This design comes from an exercise in tuning for small area, a short achievable clock period and few clock cycles on the open sky130 flow, not from production work. Function was checked by simulation only, so behaviour that the tests miss may differ from the original. No activity file was given, so power comes from the tool's default toggle rates.

==> job 4646 <==
==> flow/design.v <==
module rfbi_timing_solver (
    input  wire         clk,
    input  wire         rst,
    input  wire         cmd_valid,
    output wire         cmd_ready,
    input  wire         cmd_op,
    input  wire [31:0]  cmd_rate_khz,
    input  wire [319:0] cmd_req,
    output reg          done,
    output reg          res_ok,
    output reg          res_gran,
    output reg  [31:0]  res_word_a,
    output reg  [31:0]  res_word_b,
    output wire [329:0] res_rounded,
    output wire [31:0]  period_ps
);
    localparam [31:0] PS_PER_KHZ = 32'd1000000000;
    reg         idle;                   
    reg         step;                   
    reg         fin;                    
    reg         rnd;                    
    reg         sstep;                  
    reg         ready;                  
    reg  [4:0]  cnt;
    reg  [29:0] per;                    
    assign cmd_ready = ready;
    assign period_ps = {2'b00, per};
    reg  [4:0]  blen;
    integer b;
    always @(*) begin
        blen = 5'd0;
        for (b = 0; b < 30; b = b + 1)
            if (cmd_rate_khz[b]) blen = b[4:0] + 5'd1;
    end
    wire [4:0]  sbits   = 5'd31 - blen;           
    wire [29:0] set_rem = PS_PER_KHZ >> sbits;
    wire        set_bit = PS_PER_KHZ[cnt];
    function [33:0] bk_add;
        input [32:0] x, y;
        input        cin;
        reg   [32:0] p, g, pp, gg;
        integer      i, j;
        begin
            p  = x ^ y;
            g  = x & y;
            pp = p;
            gg = g;
            gg[0] = g[0] | (p[0] & cin);
            for (i = 1; i <= 6; i = i + 1)
                for (j = 2**i - 1; j < 33; j = j + 2**i) begin
                    gg[j] = gg[j] | (pp[j] & gg[j - 2**(i-1)]);
                    pp[j] = pp[j] & pp[j - 2**(i-1)];
                end
            for (i = 6; i > 0; i = i - 1)
                for (j = 2**i + 2**(i-1) - 1; j < 33; j = j + 2**i) begin
                    gg[j] = gg[j] | (pp[j] & gg[j - 2**(i-1)]);
                    pp[j] = pp[j] & pp[j - 2**(i-1)];
                end
            bk_add = {gg[32], p ^ {gg[31:0], cin}};
        end
    endfunction
    reg  [30:0] rem  [0:9];             
    reg  [6:0]  lo   [0:9];             
    reg  [32:0] acc  [0:9];             
    reg  [1:0]  kq   [0:9];             
    wire [9:0]  fit1, fit2;
    wire        div2 = ~&fit1;
    wire        ge0;
    genvar g;
    generate
        for (g = 0; g < 10; g = g + 1) begin : g_eng
            wire [31:0] req  = cmd_req[32*g +: 32];
            wire        set0 = (g == 0) && sstep;
            wire        nz   = |rem[g];
            wire [6:0]  q    = lo[g];
            wire [7:0]  t1   = {1'b0, q} + {7'd0, nz};
            wire [7:0]  t1p  = t1 + 8'd1;
            if (g == 0 || g == 2 || g == 5) begin : g_on
                assign fit1[g] = t1 <= 8'd15;
                assign fit2[g] = t1 <= 8'd30;
            end else begin : g_off
                assign fit1[g] = t1 <= 8'd63;
                assign fit2[g] = t1 <= 8'd126;
            end
            wire [1:0]  kk   = div2 ? {nz & ~q[0], q[0]} : {1'b0, nz};
            wire [5:0]  tsel = div2 ? t1p[6:1] : t1[5:0];
            wire [31:0] cand = idle ? {6'd0, req[31:6]}
                                    : {rem[g], set0 ? set_bit : lo[g][6]};
            wire [32:0] opx  = (fin | rnd) ? acc[g] : {1'b0, cand};
            wire [32:0] opy  = rnd ? (kq[g][1] ? {2'b00, per, 1'b0}
                                    : kq[g][0] ? {3'b000, per} : 33'd0)
                             : fin ? ~{2'b00, rem[g]} : ~{3'b000, per};
            wire [33:0] res  = bk_add(opx, opy, ~rnd);
            wire        ge   = res[33];               
            if (g == 0) begin : g_ge
                assign ge0 = ge;
            end
            always @(posedge clk) begin
                kq[g] <= kk;
                rem[g] <= (g == 0 && idle && !cmd_op) ? {1'b0, set_rem}
                        : ge ? res[30:0] : cand[30:0];
                if (idle)
                    lo[g] <= {req[5:0], ge};
                else if (fin)
                    lo[g] <= {1'b0, tsel};
                else
                    lo[g] <= {lo[g][5:0], ge};
                if (idle)
                    acc[g] <= (g == 0 && !cmd_op) ? 33'd0 : {1'b0, req};
                else if (fin | rnd)
                    acc[g] <= res[32:0];
                else if (set0)
                    acc[g] <= {acc[g][31:0], ge};
            end
            assign res_rounded[33*g +: 33] = acc[g];
        end
    endgenerate
    function [5:0] maxn;
        input [35:0] v;
        input integer n;
        reg   [5:0]  r;
        reg          win;
        integer      i, j;
        begin
            r = 6'd0;
            for (i = 0; i < n; i = i + 1) begin
                win = 1'b1;
                for (j = 0; j < n; j = j + 1)
                    if (j < i)      win = win & (v[6*i +: 6] >  v[6*j +: 6]);
                    else if (j > i) win = win & (v[6*i +: 6] >= v[6*j +: 6]);
                r = r | ({6{win}} & v[6*i +: 6]);
            end
            maxn = r;
        end
    endfunction
    wire [5:0] cs_on  = lo[0][5:0];
    wire [5:0] we_on  = lo[2][5:0];
    wire [5:0] re_on  = lo[5][5:0];
    wire [5:0] cs_on1 = cs_on + 6'd1;
    wire [5:0] we_on1 = we_on + 6'd1;
    wire [5:0] re_on1 = re_on + 6'd1;
    wire [5:0] we_off = maxn({24'd0, lo[3][5:0], we_on1}, 2);
    wire [5:0] re_off = maxn({24'd0, lo[6][5:0], re_on1}, 2);
    wire [5:0] cs_off = maxn({lo[1][5:0], cs_on1, lo[3][5:0], we_on1,
                              lo[6][5:0], re_on1}, 6);
    wire [5:0] access   = maxn({24'd0, lo[8][5:0], re_on1}, 2);
    wire [5:0] we_cycle = maxn({18'd0, lo[4][5:0], lo[3][5:0], we_on1}, 3);
    wire [5:0] re_cycle = maxn({18'd0, lo[7][5:0], lo[6][5:0], re_on1}, 3);
    wire [5:0] cs_pulse = lo[9][5:0];
    wire accept = idle & cmd_valid;
    wire last   = (cnt == 5'd0);
    always @(posedge clk) begin
        if (rst) begin
            idle  <= 1'b1;
            ready <= 1'b1;
            step  <= 1'b0;
            fin   <= 1'b0;
            rnd   <= 1'b0;
            sstep <= 1'b0;
            done  <= 1'b0;
        end else begin
            idle  <= (idle & ~cmd_valid) | rnd | (sstep & last);
            ready <= (idle & ~cmd_valid) | rnd | (sstep & last);
            step  <= (accept & cmd_op) | (step & ~last);
            fin   <= step & last;
            rnd   <= fin;
            sstep <= (accept & ~cmd_op) | (sstep & ~last);
            done  <= rnd | (sstep & last);
        end
    end
    always @(posedge clk) begin
        if (idle)
            cnt <= cmd_op ? 5'd5 : sbits - 5'd1;
        else
            cnt <= cnt - 5'd1;
    end
    always @(posedge clk) begin
        if (accept && !cmd_op)
            per <= cmd_rate_khz[29:0];
        else if (sstep && last)
            per <= {acc[0][28:0], ge0};
    end
    always @(posedge clk) begin
        if (fin) begin
            res_ok   <= &fit2;
            res_gran <= div2;
        end
        res_word_a <= {2'b00, re_off, re_on[3:0], we_off, we_on[3:0],
                       cs_off, cs_on[3:0]};
        res_word_b <= {4'b0000, access, 4'b0000, cs_pulse, re_cycle,
                       we_cycle};
    end
endmodule
==> flow/run.sh <==
#!/bin/bash
# synth_recipe.tcl (not shown) runs the flow's synth.tcl, then flattens the netlist and writes it again
# the make line also repeats each setting of config.mk as NAME=value (left out here)
make -C /OpenROAD-flow-scripts/flow DESIGN_CONFIG=/design/flow/config.mk WORK_HOME=/design/flow/orfs CLKGATE_MAP_FILE= SYNTH_SCRIPT=/design/flow/synth_recipe.tcl finish
==> flow/config.mk <==
export PLATFORM = sky130hd
export DESIGN_NAME = rfbi_timing_solver
export DESIGN_NICKNAME = rfbi_timing_solver
export VERILOG_FILES = /design/flow/design.v
export SDC_FILE = /design/flow/constraint.sdc
export NUM_CORES = 4
export LEC_CHECK = 0
export CAP_MARGIN = 20
export CORE_MARGIN = 2
export CORE_UTILIZATION = 55
export PLACE_DENSITY = 0.65
export SETUP_SLACK_MARGIN = 5
export SLEW_MARGIN = 20
==> flow/constraint.sdc <==
create_clock -name core_clock -period 11.0 [get_ports {clk}]
set_input_delay 2.2000 -clock core_clock [delete_from_list [all_inputs] [get_ports {clk}]]
set_output_delay 2.2000 -clock core_clock [all_outputs]
set_load 0.01 [all_outputs]
==> inputs of job 2149, as changes to job 4646 <==
==> flow/design.v, changed modules only <==
module rfbi_timing_solver (
    input  wire         clk,
    input  wire         rst,
    input  wire         cmd_valid,
    output wire         cmd_ready,
    input  wire         cmd_op,
    input  wire [31:0]  cmd_rate_khz,
    input  wire [319:0] cmd_req,
    output reg          done,
    output reg          res_ok,
    output reg          res_gran,
    output reg  [31:0]  res_word_a,
    output reg  [31:0]  res_word_b,
    output wire [329:0] res_rounded,
    output wire [31:0]  period_ps
);
    localparam [31:0] PS_PER_KHZ = 32'd1000000000;
    reg         idle;                   
    reg         step;                   
    reg         fin;                    
    reg         rnd;                    
    reg         s3p;                    
    reg         sstep;                  
    reg         ready;                  
    reg  [4:0]  cnt;
    reg  [29:0] per;                    
    assign cmd_ready = ready;
    assign period_ps = {2'b00, per};
    reg  [4:0]  blen;
    integer b;
    always @(*) begin
        blen = 5'd0;
        for (b = 0; b < 30; b = b + 1)
            if (per[b]) blen = b[4:0] + 5'd1;
    end
    wire [5:0]  sodd    = 6'd31 - {1'b0, blen};
    wire [5:0]  sbits   = sodd + {5'd0, sodd[0]};
    wire [29:0] set_rem = PS_PER_KHZ >> sbits;
    wire [1:0]  set_bits = {PS_PER_KHZ[{cnt[3:0], 1'b1}],
                            PS_PER_KHZ[{cnt[3:0], 1'b0}]};
    function [33:0] bk_add;
        input [32:0] x, y;
        input        cin;
        reg   [32:0] p, g, pp, gg;
        integer      i, j;
        begin
            p  = x ^ y;
            g  = x & y;
            pp = p;
            gg = g;
            gg[0] = g[0] | (p[0] & cin);
            for (i = 1; i <= 6; i = i + 1)
                for (j = 2**i - 1; j < 33; j = j + 2**i) begin
                    gg[j] = gg[j] | (pp[j] & gg[j - 2**(i-1)]);
                    pp[j] = pp[j] & pp[j - 2**(i-1)];
                end
            for (i = 6; i > 0; i = i - 1)
                for (j = 2**i + 2**(i-1) - 1; j < 33; j = j + 2**i) begin
                    gg[j] = gg[j] | (pp[j] & gg[j - 2**(i-1)]);
                    pp[j] = pp[j] & pp[j - 2**(i-1)];
                end
            bk_add = {gg[32], p ^ {gg[31:0], cin}};
        end
    endfunction
    reg  [30:0] rem  [0:9];             
    reg  [6:0]  lo   [0:9];             
    reg  [32:0] acc  [0:9];             
    reg  [1:0]  kq   [0:9];             
    wire [9:0]  fit1, fit2;
    wire        div2 = ~&fit1;
    wire [2:0]  sge;                    
    wire [31:0] sres [0:2];             
    wire [31:0] c4   = {rem[0][29:0], set_bits};
    wire [1:0]  sdig = sge[2] ? 2'd3 : sge[1] ? 2'd2 : sge[0] ? 2'd1 : 2'd0;
    genvar g;
    generate
        for (g = 0; g < 10; g = g + 1) begin : g_eng
            wire [31:0] req  = cmd_req[32*g +: 32];
            wire        nz   = |rem[g];
            wire [6:0]  q    = lo[g];
            wire [7:0]  t1   = {1'b0, q} + {7'd0, nz};
            wire [7:0]  t1p  = t1 + 8'd1;
            if (g == 0 || g == 2 || g == 5) begin : g_on
                assign fit1[g] = t1 <= 8'd15;
                assign fit2[g] = t1 <= 8'd30;
            end else begin : g_off
                assign fit1[g] = t1 <= 8'd63;
                assign fit2[g] = t1 <= 8'd126;
            end
            wire [1:0]  kk   = div2 ? {nz & ~q[0], q[0]} : {1'b0, nz};
            wire [5:0]  tsel = div2 ? t1p[6:1] : t1[5:0];
            wire        sg   = (g < 3) && sstep;
            wire [31:0] cand = idle ? {6'd0, req[31:6]}
                             : sg ? c4 : {rem[g], lo[g][6]};
            wire [32:0] opx  = (fin | rnd) ? acc[g]
                             : (g == 3 && s3p) ? {3'b000, per}
                             : {1'b0, cand};
            wire [32:0] mulp = (g == 1) ? ~{2'b00, per, 1'b0}
                             : (g == 2) ? ~acc[3] : ~{3'b000, per};
            wire [32:0] opy  = rnd ? (kq[g][1] ? {2'b00, per, 1'b0}
                                    : kq[g][0] ? {3'b000, per} : 33'd0)
                             : (g == 3 && s3p) ? {2'b00, per, 1'b0}
                             : fin ? ~{2'b00, rem[g]}
                             : sg ? mulp : ~{3'b000, per};
            wire [33:0] res  = bk_add(opx, opy, ~(rnd | (g == 3 && s3p)));
            wire        ge   = res[33];               
            if (g < 3) begin : g_s
                assign sge[g]  = ge;
                assign sres[g] = res[31:0];
            end
            always @(posedge clk) begin
                kq[g] <= kk;
                if (g == 0 && s3p)
                    rem[g] <= {1'b0, set_rem};
                else if (g == 0 && sstep)
                    rem[g] <= sge[2] ? sres[2][30:0] : sge[1] ? sres[1][30:0]
                            : sge[0] ? sres[0][30:0] : c4[30:0];
                else
                    rem[g] <= ge ? res[30:0] : cand[30:0];
                if (idle)
                    lo[g] <= {req[5:0], ge};
                else if (fin)
                    lo[g] <= {1'b0, tsel};
                else
                    lo[g] <= {lo[g][5:0], ge};
                if (idle)
                    acc[g] <= {1'b0, req};
                else if (g == 0 && s3p)
                    acc[g] <= 33'd0;
                else if (fin | rnd | (g == 3 && s3p))
                    acc[g] <= res[32:0];
                else if (g == 0 && sstep)
                    acc[g] <= {acc[g][30:0], sdig};
            end
            assign res_rounded[33*g +: 33] = acc[g];
        end
    endgenerate
    function [5:0] maxn;
        input [35:0] v;
        input integer n;
        reg   [5:0]  r;
        reg          win;
        integer      i, j;
        begin
            r = 6'd0;
            for (i = 0; i < n; i = i + 1) begin
                win = 1'b1;
                for (j = 0; j < n; j = j + 1)
                    if (j < i)      win = win & (v[6*i +: 6] >  v[6*j +: 6]);
                    else if (j > i) win = win & (v[6*i +: 6] >= v[6*j +: 6]);
                r = r | ({6{win}} & v[6*i +: 6]);
            end
            maxn = r;
        end
    endfunction
    wire [5:0] cs_on  = lo[0][5:0];
    wire [5:0] we_on  = lo[2][5:0];
    wire [5:0] re_on  = lo[5][5:0];
    wire [5:0] cs_on1 = cs_on + 6'd1;
    wire [5:0] we_on1 = we_on + 6'd1;
    wire [5:0] re_on1 = re_on + 6'd1;
    wire [5:0] we_off = maxn({24'd0, lo[3][5:0], we_on1}, 2);
    wire [5:0] re_off = maxn({24'd0, lo[6][5:0], re_on1}, 2);
    wire [5:0] cs_off = maxn({lo[1][5:0], cs_on1, lo[3][5:0], we_on1,
                              lo[6][5:0], re_on1}, 6);
    wire [5:0] access   = maxn({24'd0, lo[8][5:0], re_on1}, 2);
    wire [5:0] we_cycle = maxn({18'd0, lo[4][5:0], lo[3][5:0], we_on1}, 3);
    wire [5:0] re_cycle = maxn({18'd0, lo[7][5:0], lo[6][5:0], re_on1}, 3);
    wire [5:0] cs_pulse = lo[9][5:0];
    wire accept = idle & cmd_valid;
    wire last   = (cnt == 5'd0);
    always @(posedge clk) begin
        if (rst) begin
            idle  <= 1'b1;
            ready <= 1'b1;
            step  <= 1'b0;
            fin   <= 1'b0;
            rnd   <= 1'b0;
            s3p   <= 1'b0;
            sstep <= 1'b0;
            done  <= 1'b0;
        end else begin
            idle  <= (idle & ~cmd_valid) | rnd | (sstep & last);
            ready <= (idle & ~cmd_valid) | rnd | (sstep & last);
            step  <= (accept & cmd_op) | (step & ~last);
            fin   <= step & last;
            rnd   <= fin;
            s3p   <= accept & ~cmd_op;
            sstep <= s3p | (sstep & ~last);
            done  <= rnd | (sstep & last);
        end
    end
    always @(posedge clk) begin
        if (idle)
            cnt <= 5'd5;
        else if (s3p)
            cnt <= {1'b0, sbits[4:1]} - 5'd1;
        else
            cnt <= cnt - 5'd1;
    end
    always @(posedge clk) begin
        if (accept && !cmd_op)
            per <= cmd_rate_khz[29:0];
        else if (sstep && last)
            per <= {acc[0][27:0], sdig};
    end
    always @(posedge clk) begin
        if (fin) begin
            res_ok   <= &fit2;
            res_gran <= div2;
        end
        res_word_a <= {2'b00, re_off, re_on[3:0], we_off, we_on[3:0],
                       cs_off, cs_on[3:0]};
        res_word_b <= {4'b0000, access, 4'b0000, cs_pulse, re_cycle,
                       we_cycle};
    end
endmodule
- CORE_UTILIZATION: 55 -> 40
- PLACE_DENSITY: 0.65 -> 0.6
- TNS_END_PERCENT: not set -> 20
==> inputs of job 3768, as changes to job 4646 <==
==> flow/design.v, changed modules only <==
module rfbi_timing_solver (
    input  wire         clk,
    input  wire         rst,
    input  wire         cmd_valid,
    output wire         cmd_ready,
    input  wire         cmd_op,
    input  wire [31:0]  cmd_rate_khz,
    input  wire [319:0] cmd_req,
    output reg          done,
    output reg          res_ok,
    output reg          res_gran,
    output reg  [31:0]  res_word_a,
    output reg  [31:0]  res_word_b,
    output wire [329:0] res_rounded,
    output wire [31:0]  period_ps
);
    localparam [31:0] PS_PER_KHZ = 32'd1000000000;
    reg         idle;                   
    reg         step;                   
    reg         fin;                    
    reg         rnd;                    
    reg         s3p;                    
    reg         sstep;                  
    reg         ready;                  
    reg  [4:0]  cnt;
    reg  [29:0] per;                    
    assign cmd_ready = ready;
    assign period_ps = {2'b00, per};
    reg  [4:0]  blen;
    integer b;
    always @(*) begin
        blen = 5'd0;
        for (b = 0; b < 30; b = b + 1)
            if (per[b]) blen = b[4:0] + 5'd1;
    end
    wire [5:0]  sodd    = 6'd31 - {1'b0, blen};
    wire [5:0]  sbits   = sodd + {5'd0, sodd[0]};
    wire [29:0] set_rem = PS_PER_KHZ >> sbits;
    wire [1:0]  set_bits = {PS_PER_KHZ[{cnt[3:0], 1'b1}],
                            PS_PER_KHZ[{cnt[3:0], 1'b0}]};
    function [33:0] bk_add;
        input [32:0] x, y;
        input        cin;
        reg   [32:0] p, g, pp, gg;
        integer      i, j;
        begin
            p  = x ^ y;
            g  = x & y;
            pp = p;
            gg = g;
            gg[0] = g[0] | (p[0] & cin);
            for (i = 1; i <= 6; i = i + 1)
                for (j = 2**i - 1; j < 33; j = j + 2**i) begin
                    gg[j] = gg[j] | (pp[j] & gg[j - 2**(i-1)]);
                    pp[j] = pp[j] & pp[j - 2**(i-1)];
                end
            for (i = 6; i > 0; i = i - 1)
                for (j = 2**i + 2**(i-1) - 1; j < 33; j = j + 2**i) begin
                    gg[j] = gg[j] | (pp[j] & gg[j - 2**(i-1)]);
                    pp[j] = pp[j] & pp[j - 2**(i-1)];
                end
            bk_add = {gg[32], p ^ {gg[31:0], cin}};
        end
    endfunction
    reg  [30:0] rem  [0:9];             
    reg  [6:0]  lo   [0:9];             
    reg  [32:0] acc  [0:9];             
    reg  [1:0]  kq   [0:9];             
    wire [9:0]  fit1, fit2;
    wire        div2 = ~&fit1;
    wire [2:0]  sge;                    
    wire [31:0] sres [0:2];             
    wire [31:0] c4   = {rem[0][29:0], set_bits};
    wire [1:0]  sdig = sge[2] ? 2'd3 : sge[1] ? 2'd2 : sge[0] ? 2'd1 : 2'd0;
    genvar g;
    generate
        for (g = 0; g < 10; g = g + 1) begin : g_eng
            wire [31:0] req  = cmd_req[32*g +: 32];
            wire        nz   = |rem[g];
            wire [6:0]  q    = lo[g];
            wire [7:0]  t1   = {1'b0, q} + {7'd0, nz};
            wire [7:0]  t1p  = t1 + 8'd1;
            if (g == 0 || g == 2 || g == 5) begin : g_on
                assign fit1[g] = t1 <= 8'd15;
                assign fit2[g] = t1 <= 8'd30;
            end else begin : g_off
                assign fit1[g] = t1 <= 8'd63;
                assign fit2[g] = t1 <= 8'd126;
            end
            wire [1:0]  kk   = div2 ? {nz & ~q[0], q[0]} : {1'b0, nz};
            wire [5:0]  tsel = div2 ? t1p[6:1] : t1[5:0];
            wire        sg   = (g < 3) && sstep;
            wire [31:0] cand = idle ? {6'd0, req[31:6]}
                             : sg ? c4 : {rem[g], lo[g][6]};
            wire [32:0] opx  = (fin | rnd) ? acc[g]
                             : (g == 3 && s3p) ? {3'b000, per}
                             : {1'b0, cand};
            wire [32:0] mulp = (g == 1) ? ~{2'b00, per, 1'b0}
                             : (g == 2) ? ~acc[3] : ~{3'b000, per};
            wire [32:0] opy  = rnd ? (kq[g][1] ? {2'b00, per, 1'b0}
                                    : kq[g][0] ? {3'b000, per} : 33'd0)
                             : (g == 3 && s3p) ? {2'b00, per, 1'b0}
                             : fin ? ~{2'b00, rem[g]}
                             : sg ? mulp : ~{3'b000, per};
            wire [33:0] res  = bk_add(opx, opy, ~(rnd | (g == 3 && s3p)));
            wire        ge   = res[33];               
            if (g < 3) begin : g_s
                assign sge[g]  = ge;
                assign sres[g] = res[31:0];
            end
            always @(posedge clk) begin
                kq[g] <= kk;
                if (g == 0 && s3p)
                    rem[g] <= {1'b0, set_rem};
                else if (g == 0 && sstep)
                    rem[g] <= sge[2] ? sres[2][30:0] : sge[1] ? sres[1][30:0]
                            : sge[0] ? sres[0][30:0] : c4[30:0];
                else
                    rem[g] <= ge ? res[30:0] : cand[30:0];
                if (idle)
                    lo[g] <= {req[5:0], ge};
                else if (fin)
                    lo[g] <= {1'b0, tsel};
                else
                    lo[g] <= {lo[g][5:0], ge};
                if (idle)
                    acc[g] <= {1'b0, req};
                else if (g == 0 && s3p)
                    acc[g] <= 33'd0;
                else if (fin | rnd | (g == 3 && s3p))
                    acc[g] <= res[32:0];
                else if (g == 0 && sstep)
                    acc[g] <= {acc[g][30:0], sdig};
            end
            assign res_rounded[33*g +: 33] = acc[g];
        end
    endgenerate
    function [5:0] maxn;
        input [35:0] v;
        input integer n;
        reg   [5:0]  r;
        reg          win;
        integer      i, j;
        begin
            r = 6'd0;
            for (i = 0; i < n; i = i + 1) begin
                win = 1'b1;
                for (j = 0; j < n; j = j + 1)
                    if (j < i)      win = win & (v[6*i +: 6] >  v[6*j +: 6]);
                    else if (j > i) win = win & (v[6*i +: 6] >= v[6*j +: 6]);
                r = r | ({6{win}} & v[6*i +: 6]);
            end
            maxn = r;
        end
    endfunction
    wire [5:0] cs_on  = lo[0][5:0];
    wire [5:0] we_on  = lo[2][5:0];
    wire [5:0] re_on  = lo[5][5:0];
    wire [5:0] cs_on1 = cs_on + 6'd1;
    wire [5:0] we_on1 = we_on + 6'd1;
    wire [5:0] re_on1 = re_on + 6'd1;
    wire [5:0] we_off = maxn({24'd0, lo[3][5:0], we_on1}, 2);
    wire [5:0] re_off = maxn({24'd0, lo[6][5:0], re_on1}, 2);
    wire [5:0] cs_off = maxn({lo[1][5:0], cs_on1, lo[3][5:0], we_on1,
                              lo[6][5:0], re_on1}, 6);
    wire [5:0] access   = maxn({24'd0, lo[8][5:0], re_on1}, 2);
    wire [5:0] we_cycle = maxn({18'd0, lo[4][5:0], lo[3][5:0], we_on1}, 3);
    wire [5:0] re_cycle = maxn({18'd0, lo[7][5:0], lo[6][5:0], re_on1}, 3);
    wire [5:0] cs_pulse = lo[9][5:0];
    wire accept = idle & cmd_valid;
    wire last   = (cnt == 5'd0);
    always @(posedge clk) begin
        if (rst) begin
            idle  <= 1'b1;
            ready <= 1'b1;
            step  <= 1'b0;
            fin   <= 1'b0;
            rnd   <= 1'b0;
            s3p   <= 1'b0;
            sstep <= 1'b0;
            done  <= 1'b0;
        end else begin
            idle  <= (idle & ~cmd_valid) | rnd | (sstep & last);
            ready <= (idle & ~cmd_valid) | rnd | (sstep & last);
            step  <= (accept & cmd_op) | (step & ~last);
            fin   <= step & last;
            rnd   <= fin;
            s3p   <= accept & ~cmd_op;
            sstep <= s3p | (sstep & ~last);
            done  <= rnd | (sstep & last);
        end
    end
    always @(posedge clk) begin
        if (idle)
            cnt <= 5'd5;
        else if (s3p)
            cnt <= {1'b0, sbits[4:1]} - 5'd1;
        else
            cnt <= cnt - 5'd1;
    end
    always @(posedge clk) begin
        if (accept && !cmd_op)
            per <= cmd_rate_khz[29:0];
        else if (sstep && last)
            per <= {acc[0][27:0], sdig};
    end
    always @(posedge clk) begin
        if (fin) begin
            res_ok   <= &fit2;
            res_gran <= div2;
        end
        res_word_a <= {2'b00, re_off, re_on[3:0], we_off, we_on[3:0],
                       cs_off, cs_on[3:0]};
        res_word_b <= {4'b0000, access, 4'b0000, cs_pulse, re_cycle,
                       we_cycle};
    end
endmodule
==> flow_metrics.py <==
metrics = {
    "cells_and_area": {
        "layout_common_cells": "1014 x nor2_1, 975 x o21ai_0, 751 x clkdlybuf4s50_1, 632 x nand2_1, 485 x ha_1",
        "nets": 9466,
    },
    "synthesis": {
        "ys_types": 81,
        "syn_area_sq_um": 64700,
    },
    "floorplan": {
        "core_sq_um": 117000,
    },
    "outcome": {
        "status": "finished clean",
    },
}
The numbers above come from job 4646.

==> flow_metrics.py <==
metrics = {
    "synthesis": {
        "syn_area_sq_um": 68000,
        "ys_types": 92,
    },
    "routing": {
        "wl_um": 346000,
    },
    "outcome": {
        "status": "finished clean",
    },
    "min_path": {
        "holdPathStages": 0,
    },
    "cells_and_area": {
        "layout_common_cells": "867 x o21ai_0, 850 x nand2_1, 817 x nor2_1, 755 x clkdlybuf4s50_1, 497 x a21oi_1",
        "largest-register": "acc",
    },
    "floorplan": {
        "core_sq_um": 123000,
    },
    "pwr": {
        "clk-power_uw": 3420,
    },
    "cts": {
        "cts_setup_buffers": 74,
    },
    "sta": {
        "slew_headroom_pct": 11.0,
    },
}
The numbers above come from job 3768.

==> flow_metrics.py <==
metrics = {
    "outcome": {
        "status": "finished clean",
    },
    "cells_and_area": {
        "nets": 9950,
    },
    "synthesis": {
        "ys_types": 92,
        "syn_area_sq_um": 68000,
    },
    "floorplan": {
        "core_sq_um": 169000,
    },
}
The numbers above come from job 2149.

Testbench counts of job 4646, summed over its fixed seeds: cycles 5,046.
Testbench counts of job 2149, summed over its fixed seeds: cycles 4,775.
Testbench counts of job 3768, summed over its fixed seeds: cycles 4,775.

[re-timing with driven ports]
In the flow no input, the clock included, has a driving cell. The finished layouts below were timed again as built, in two steps.
Step 1, drivers: a clkbuf_16 drives clk and a buf_2 each remaining input, both assumed.
Step 2, shift: input delay + t, output delay - t, t = (earliest + latest rising clock arrival at the registers) / 2. This alone moves slack from input paths to output paths.
Slacks: ideal ports / drivers / drivers and shift; pairs: ideal ports / drivers.
run | t (ns) | setup slack, ns | hold slack, ns | worst setup path at the end | worst register clock-pin slew, ns
job 4646 | 0.790 | 4.980 / 5.029 / 4.239 | 0.442 / 0.442 / 0.442 | input to register | 0.07 / 0.07
job 2149 | 0.850 | 4.948 / 5.021 / 4.171 | 0.441 / 0.441 / 0.441 | input to register | 0.07 / 0.07
job 3768 | 0.812 | 4.921 / 4.979 / 4.167 | 0.376 / 0.376 / 0.376 | input to register | 0.07 / 0.07
After both steps setup and hold are still met in every run listed. The setup slack of job 2149, which loses most, moves by +0.073 ns with the drivers and by -0.777 ns with both steps.
